This design comes from an exercise in tuning for small area, a short achievable clock period and few clock cycles per item on the open sky130 flow, not from production work. The RTL was checked by simulation tests, not by an equivalence proof against the original design. The clock port is modelled as an ideal driver; clocking choices that lean on that would not hold on a real chip.

==> flow/design.v (excerpt) <==
module bd_quant (
    input  wire       clk,
    input  wire       rst,           
    input  wire       cmd_valid,
    output wire       cmd_ready,
    input  wire [3:0] cmd_alg,       
    input  wire [7:0] cmd_thresh,    
    input  wire [7:0] cmd_msize,     
    input  wire       cmd_inv,
    input  wire [7:0] cmd_width,     
    input  wire [7:0] cmd_height,    
    input  wire       pix_valid,
    output wire       pix_ready,
    input  wire [7:0] pix_r,
    input  wire [7:0] pix_g,
    input  wire [7:0] pix_b,
    output wire       out_valid,
    input  wire       out_ready,
    output wire       out_bit
);
    localparam RING = 240;
    reg        busy;
    reg        is_ed, is_bay;
    reg        k_fs, k_atk, k_jjn, k_stu, k_bur, k_sie, k_sl;
    reg [7:0]  thresh;
    reg [1:0]  nlog;
    reg        inv;
    reg [7:0]  wd, ht;           
    reg        crdy;             
    assign cmd_ready = crdy;
    wire accept = cmd_valid && !busy;
    wire k_b32 = k_bur || k_sie;
    reg        pr;               
    reg        s0v;
    reg [7:0]  s0r, s0g, s0b;
    reg [7:0]  xp, yp;           
    reg        all_in;
    reg        first;            
    reg [7:0]  hc;               
    assign pix_ready = pr;
    wire pix_fire = pix_valid && pr;
    reg [1:0]  fc;
    reg        ov;
    reg [2:0]  fb;
    assign out_valid = ov;
    assign out_bit   = fb[0];
    wire fne = (fc != 2'd0);     
    wire pop = fne && out_ready;
    reg        ve;
    wire       credit = ({1'b0, fc} + {2'b0, ve}) <= 3'd2;
    wire       slot   = !is_ed || first || (hc == xp);
    wire       take   = s0v && credit && slot;
    wire [7:0] xp1 = xp + 8'd1;
    wire [7:0] yp1 = yp + 8'd1;
    wire       x_last = (xp1 == wd);
    wire       y_last = (yp1 == ht);
    wire [7:0] xp_n = !take ? xp : (x_last ? 8'd0 : xp1);
    wire [7:0] yp_n = !take ? yp : (x_last ? yp1 : yp);
    wire [7:0] hc_n = (take && first) ? 8'd1 : (hc == RING - 1) ? 8'd0 : hc + 8'd1;
    wire       first_n = first && !take;
    wire       s0keep = s0v && !take;
    wire       s0v_n = pix_fire || s0keep;
  ...
Size: roughly 13000 cells after synthesis, roughly 70 I/O pins, roughly 210000 um2 of cells after synthesis.
==> flow/config.mk <==
export PLATFORM = sky130hd
export DESIGN_NAME = bd_quant
export DESIGN_NICKNAME = bd_quant
export VERILOG_FILES = /design/flow/design.v
export SDC_FILE = /design/flow/constraint.sdc
export NUM_CORES = 8
export LEC_CHECK = 0
export ABC_AREA = 1
export CAP_MARGIN = 20
export CORE_MARGIN = 2
export CORE_UTILIZATION = 60
export CTS_BUF_LIST = sky130_fd_sc_hd__clkbuf_16
export CTS_CLUSTER_DIAMETER = 60
export CTS_CLUSTER_SIZE = 24
export SLEW_MARGIN = 20
export SYNTH_MEMORY_MAX_BITS = 16384
==> flow/constraint.sdc <==
create_clock -name core_clock -period 70.0 [get_ports {clk}]
set_input_delay 14.0000 -clock core_clock [delete_from_list [all_inputs] [get_ports {clk}]]
set_output_delay 14.0000 -clock core_clock [all_outputs]
set_load 0.01 [all_outputs]
standard.sh (not shown) runs the stock make flow with config.mk's settings and CLKGATE_MAP_FILE= SYNTH_SCRIPT=/design/flow/synth_recipe.tcl, a recipe that flattens the netlist after the stock synthesis.
==> flow/flow/run.sh <==
#!/bin/bash
# Layout flow: the standard ORFS flow (standard.sh), with the standard
# synthesis unchanged and these extra ORFS settings for the layout:
#  - the port buffers are plain buffers (buf_4) instead of the default delay cell;
#  - timing repair aims at the period the design can reach (about 15.5 ns)
#    rather than at the 70 ns clock, so the loop and port paths get sized;
#  - clock tree: clusters of at most 20 sinks with clkbuf_8, no dummy loads, wide clock wires
# Each step's full output goes to a log file of its own in this folder.
set -uo pipefail
bash standard.sh synth > synth.log 2>&1 || { tail -20 synth.log; exit 1; }
bash standard.sh \
    "BUFFER_PORTS_ARGS=-buffer_cell sky130_fd_sc_hd__buf_4" \
    SETUP_SLACK_MARGIN=54.5 \
    "CTS_ARGS=-sink_clustering_enable -repair_clock_nets -sink_clustering_size 20 -sink_clustering_max_diameter 60 -buf_list sky130_fd_sc_hd__clkbuf_8 -dont_use_dummy_load -apply_ndr full" \
    finish > layout.log 2>&1 || { tail -20 layout.log; exit 1; }
Testbench counts at the start, summed over its fixed seeds: cycles 61,544, items 61,440.
Next try:
--- a/flow/flow/run.sh
+++ b/flow/flow/run.sh
@@ -6,3 +6,3 @@
 #    rather than at the 70 ns clock, so the loop and port paths get sized;
-#  - clock tree: clusters of at most 20 sinks with clkbuf_8, no dummy loads, wide clock wires
+#  - clock tree: clusters of at most 36 sinks, no dummy loads, wide clock wires
 # Each step's full output goes to a log file of its own in this folder.
@@ -13,3 +13,3 @@
     SETUP_SLACK_MARGIN=54.5 \
-    "CTS_ARGS=-sink_clustering_enable -repair_clock_nets -sink_clustering_size 20 -sink_clustering_max_diameter 60 -buf_list sky130_fd_sc_hd__clkbuf_8 -dont_use_dummy_load -apply_ndr full" \
+    "CTS_ARGS=-sink_clustering_enable -repair_clock_nets -sink_clustering_size 36 -sink_clustering_max_diameter 80 -buf_list sky130_fd_sc_hd__clkbuf_16 -dont_use_dummy_load -apply_ndr full" \
     finish > layout.log 2>&1 || { tail -20 layout.log; exit 1; }
Die area does not change.
Cell count drops by 1.3%.
Cell area barely changes.
First-iteration DRC count climbs by 7.9%.
Critical path depth does not change.

== v15 ==
bd_quant, a different RTL version from the one above (not shown whole).
Size in the first run: ~9200 flip-flops, ~70 I/O pins.
Settings: LEC_CHECK=0, ABC_AREA=1, CAP_MARGIN=20, CORE_MARGIN=2, CORE_UTILIZATION=60, CTS_BUF_LIST=sky130_fd_sc_hd__clkbuf_8 sky130_fd_sc_hd__clkbuf_16, CTS_CLUSTER_DIAMETER=80, CTS_CLUSTER_SIZE=24, SLEW_MARGIN=20, SYNTH_MEMORY_MAX_BITS=16384; clock period 70.0 ns.
run.sh (not shown) runs the stock make flow with config.mk's settings and CLKGATE_MAP_FILE= SYNTH_SCRIPT=/design/flow/synth_recipe.tcl, a recipe that flattens the netlist after the stock synthesis.
Stock flow here: none of the scripts above is used.
Testbench counts of v15, summed over its fixed seeds: cycles 61,568, items 61,440.
## Diff of input files: v13 against v15
# v15
export LEC_CHECK = 0
export ABC_AREA = 1
export CAP_MARGIN = 20
export CORE_MARGIN = 2
export CORE_UTILIZATION = 60
export CTS_BUF_LIST = sky130_fd_sc_hd__clkbuf_8 sky130_fd_sc_hd__clkbuf_16
export CTS_CLUSTER_DIAMETER = 80
export CTS_CLUSTER_SIZE = 24
export SLEW_MARGIN = 20
export SYNTH_MEMORY_MAX_BITS = 16384
create_clock -name core_clock -period 70.0 [get_ports {clk}]
# v13
export LEC_CHECK = 0
export ABC_AREA = 1
export CAP_MARGIN = 20
export CORE_MARGIN = 2
export CORE_UTILIZATION = 60
export CTS_BUF_LIST = sky130_fd_sc_hd__clkbuf_16
export CTS_CLUSTER_DIAMETER = 80
export CTS_CLUSTER_SIZE = 32
export SLEW_MARGIN = 20
export SYNTH_MEMORY_MAX_BITS = 16384
create_clock -name core_clock -period 70.0 [get_ports {clk}]
==> flow/flow/run.sh (new file) <==
#!/bin/bash
# Layout flow: the standard ORFS flow (standard.sh), with the standard
# synthesis unchanged and these extra ORFS settings for the layout:
#  - the port buffers are plain buffers (buf_4) instead of the default delay cell;
#  - timing repair aims at the period the design can reach (about 15.5 ns)
#    rather than at the 70 ns clock, so the loop and port paths get sized.
# Each step's full output goes to a log file of its own in this folder.
set -uo pipefail
bash standard.sh synth > synth.log 2>&1 || { tail -20 synth.log; exit 1; }
bash standard.sh \
    "BUFFER_PORTS_ARGS=-buffer_cell sky130_fd_sc_hd__buf_4" \
    SETUP_SLACK_MARGIN=54.5 \
    finish > layout.log 2>&1 || { tail -20 layout.log; exit 1; }
==> flow/standard.sh (new file) <==
#!/bin/bash
# synth_recipe.tcl (not shown) runs the flow's synth.tcl, then flattens the netlist and writes it again
# the make line also repeats each setting of config.mk as NAME=value (left out here)
make -C /OpenROAD-flow-scripts/flow DESIGN_CONFIG=/design/flow/config.mk WORK_HOME=/design/flow/orfs CLKGATE_MAP_FILE= SYNTH_SCRIPT=/design/flow/synth_recipe.tcl "${@:-finish}"
removed: flow/run.sh
## What came out
Routed wire length, v13 vs v15: down by a few percent. | clock-pin slew of the registers on the worst-case setup and hold paths | v13 vs v15 | 20 ps higher |. Area: v13 vs v15 -> v13 smaller. In the metrics for v13 and v15, the one carrying the lower number of buffers inserted by post-CTS setup repair is v15. Against v15, v13 comes in 0.53% lower on final cell count. Between v13 and v15, worst-case reg-to-reg path depth is higher for v13, v15 comes in under that. First-iteration DRC count: v13 < v15.
#### Input delta (v23 over v13)
# v13
export LEC_CHECK = 0
export ABC_AREA = 1
export CAP_MARGIN = 20
export CORE_MARGIN = 2
export CORE_UTILIZATION = 60
export CTS_BUF_LIST = sky130_fd_sc_hd__clkbuf_16
export CTS_CLUSTER_DIAMETER = 80
export CTS_CLUSTER_SIZE = 32
export SLEW_MARGIN = 20
export SYNTH_MEMORY_MAX_BITS = 16384
create_clock -name core_clock -period 70.0 [get_ports {clk}]
# v23
export LEC_CHECK = 0
export ABC_AREA = 1
export CAP_MARGIN = 20
export CORE_MARGIN = 2
export CORE_UTILIZATION = 60
export CTS_BUF_LIST = sky130_fd_sc_hd__clkbuf_8
export CTS_CLUSTER_DIAMETER = 60
export CTS_CLUSTER_SIZE = 20
export SLEW_MARGIN = 20
export SYNTH_MEMORY_MAX_BITS = 16384
create_clock -name core_clock -period 70.0 [get_ports {clk}]
Final standard cell area without fillers across v13 and v23: no real change.
Compared with v13, in v23 share of the final layout cell area in multi-input gates neither gained nor lost much; number of CTS-inserted buffers picked up an extra 216.
| wire length the detailed router placed on met1 | v23 vs v13 | 0.59% lower |
On wire length, v13 and v23 are basically level.
[compare] base=v13 new=v23: wire length of the first global-routing pass held, core utilization went down 0.19 points, number of nets in the final layout went up 216.
Taking v13 as the reference, in v23 worst setup slack fell 210 ps.

[separate check: timing with driven ports]
In the flow no input, the clock included, has a driving cell. The finished layouts below were timed again as built, in two steps.
Step 1, drivers: a clkbuf_16 drives clk and a buf_2 each remaining input, both assumed.
Step 2 moves the port delays by t, midway between the first and last clock arrival at a register: inputs arrive t later, outputs are due t later. That takes back most of the time a late clock gives input paths.
Three values: ideal, step 1, step 2; two values: the first two.
run | shift t [ns] | setup slack, ns | hold slack, ns
the first run of note 1 | 1.185 | 54.465 / 54.366 / 54.541 | 0.244 / 0.244 / 0.244
the second run of note 1 | 1.001 | 54.655 / 54.550 / 54.538 | 0.260 / 0.260 / 0.260
v15 | 1.040 | 53.669 / 53.564 / 53.820 | 0.304 / 0.304 / 0.304
v13 | 1.024 | 54.428 / 54.324 / 54.053 | 0.287 / 0.287 / 0.287
v23 | 1.221 | 54.218 / 54.118 / 54.088 | 0.280 / 0.280 / 0.280
After both steps setup and hold are still met in every run listed. For v13, which loses most, drivers alone change the setup slack by -0.104 ns; drivers and shift together by -0.375 ns.
